Source: an optimization exercise on an open RTL-to-GDS flow (aim: small area, a short achievable clock period and few clock cycles). Production flows keep margins and buffers that such runs may drop.
The RTL was checked by simulation tests, not by an equivalence proof against the original design.
Power and IR drop assume default switching activity.

Setup of JK:
==> flow/design.v (excerpt) <==
module mte_top (
    input  wire        clk,
    input  wire        rst,         
    input  wire        tick_en,     
    input  wire        clk_rdy,     
    input  wire        req_valid,
    output wire        req_ready,
    input  wire [47:0] req_word,
    output reg         rsp_valid,
    output reg  [2:0]  rsp_code,
    output reg  [31:0] rsp_data
);
For scale: about 2300 cells after synthesis, roughly 450 flip-flops, ~90 I/O pins, about 23000 um2 of cells after synthesis.
clock: 55.0 ns
lec_check: 0
cap_margin: 20
core_margin: 2
core_utilization: 40
cts_cluster_diameter: 60
cts_cluster_size: 22
slew_margin: 20
standard.sh (not shown) runs the stock make flow with config.mk's settings and CLKGATE_MAP_FILE= SYNTH_SCRIPT=/design/flow/synth_recipe.tcl, a recipe that flattens the netlist after the stock synthesis.
==> flow/flow/run.sh <==
#!/bin/bash
# The standard layout (standard.sh: the standard synthesis and ORFS steps),
# with one change: the buffer that buffer_ports puts on every input and output
# port is sky130_fd_sc_hd__buf_2 instead of the one it picks by default.
# make's full output goes to flow_make.log here; ORFS keeps each step's log
# under orfs/logs/.
set -euo pipefail
bash standard.sh 'BUFFER_PORTS_ARGS=-buffer_cell sky130_fd_sc_hd__buf_2' finish > flow_make.log 2>&1
Testbench counts of JK, summed over its fixed seeds: cycles 12,534.
diff inputs: JK => MS
# JK
export LEC_CHECK = 0
export CAP_MARGIN = 20
export CORE_MARGIN = 2
export CORE_UTILIZATION = 40
export CTS_CLUSTER_DIAMETER = 60
export CTS_CLUSTER_SIZE = 22
export SLEW_MARGIN = 20
create_clock -name core_clock -period 55.0 [get_ports {clk}]
# MS
export LEC_CHECK = 0
export CAP_MARGIN = 20
export CORE_MARGIN = 2
export CORE_UTILIZATION = 40
export SLEW_MARGIN = 20
create_clock -name core_clock -period 55.0 [get_ports {clk}]
==> comparison <==
- MS vs JK, instance count: MS higher
- As far as compound-gate portion of the synthesized area goes, JK and MS are indistinguishable; the numbers are identical.
- Between MS and JK, the difference in via count is negligible.
- In terms of routed wire length, MS and JK differ only marginally.
- Compared to JK, MS leaves less free space in the core.
- The higher worst setup slack of MS and JK is in MS.
- From JK to MS, share of synthesized cell area in and, or, nand and nor gates did not move at all.
- [compare] base=JK new=MS: fraction of power consumed by combinational cells went down, number of antenna violations at the first check in global routing went down.
- On portion of the clock cycle consumed by the worst path in the final layout, MS tracks JK almost exactly.

---

Setup of before:
mte_top, a different RTL version from the one above (not shown whole).
For scale: about 2,400 cells after synthesis, ~90 I/O pins, roughly 0.023 sq mm of cells after synthesis.
clock: 55.0 ns
lec_check: 0
cap_margin: 20
core_margin: 2
core_utilization: 40
slew_margin: 20
run.sh (not shown) runs the stock make flow with config.mk's settings and CLKGATE_MAP_FILE= SYNTH_SCRIPT=/design/flow/synth_recipe.tcl, a recipe that flattens the netlist after the stock synthesis.
Stock flow here: none of the scripts above is used.
Testbench counts of before, summed over its fixed seeds: cycles 14,000.
What after does differently from before at the input level:
- putting ABC_AREA at 1 where nothing was set
==> comparison <==
- Looking at largest power group, the registers result is from before; the combinational logic one comes from after.
- The non-clock buffering overhead in the final layout on after is in line with that on before.
- Diff before -> after: number of setup buffers added after CTS ~0 delta; routed length per placed instance went up by about 0.5%.
- Sort after and before by number of non-clock buffers desc -> top: after
- after — met3 routing resource usage after global routing 2.3 points higher, before as reference
- Against before, after comes in 2.4 points higher on met2 capacity usage during global routing.

---

Setup of run F:
mte_top, a different RTL version from the one above (not shown whole).
Size: ~2600 cells after synthesis, roughly 380 flip-flops.
Design mte_top, start of the top module:
module mte_top (
    input  wire        clk,
    input  wire        rst,         
    input  wire        tick_en,     
    input  wire        clk_rdy,     
    input  wire        req_valid,
    output wire        req_ready,
    input  wire [47:0] req_word,
    output reg         rsp_valid,
    output reg  [2:0]  rsp_code,
    output reg  [31:0] rsp_data
);
Settings: LEC_CHECK=0, CAP_MARGIN=20, CORE_MARGIN=2, CORE_UTILIZATION=40, SLEW_MARGIN=20; clock period 55.0 ns.
Testbench counts of run F, summed over its fixed seeds: cycles 13,598.
Modified inputs, run C compared to run F
Settings: ABC_AREA now 1, previously not set.
Results
Looking at dominant combinational cell family by area after synthesis, the compound AO/OA/AOI/OAI gates result is from run F; the simple AND/OR/NAND/NOR gates one comes from run C. Clock-buffer cell count on run C is up relative to run F. Diff run F -> run C | compound-cell area share of the yosys netlist | decrease of 1.5 points. Run C vs. run F: register area did not really move; total wire length after detailed routing now sits higher; first-pass GRT wire length picked up an extra 10%.

[static timing again, ports no longer ideal]
The results above use ideal ports. As a check the final layouts listed here were re-extracted and re-timed, cells and wires unchanged.
Step 1 sets driving cells, clkbuf_16 on the clock port and buf_2 on the other inputs (assumed; they add their load-dependent delay and slew).
Step 2 also shifts input and output timing later by t, the mid clock arrival at the registers, as if the neighbouring blocks saw the same clock.
Slacks: ideal ports / drivers / drivers and shift; pairs: ideal ports / drivers.
run	t, ns	setup WS [ns]	worst setup path after step 2	worst register clock-pin slew, ns
JK	0.657	42.773 / 42.816 / 42.160	input to register	0.10 / 0.10
MS	0.643	42.779 / 42.817 / 42.173	input to register	0.07 / 0.07
before	0.649	42.498 / 42.443 / 42.355	input to register	0.06 / 0.06
after	0.657	42.526 / 42.472 / 42.118	input to register	0.07 / 0.07
run F	0.651	39.470 / 39.505 / 38.854	input to register	0.07 / 0.07
run C	0.639	36.412 / 36.327 / 35.687	input to register	0.07 / 0.07
After both steps setup and hold are still met in every run listed. The setup slack of run C, which loses most, moves by -0.085 ns with the drivers and by -0.725 ns with both steps.
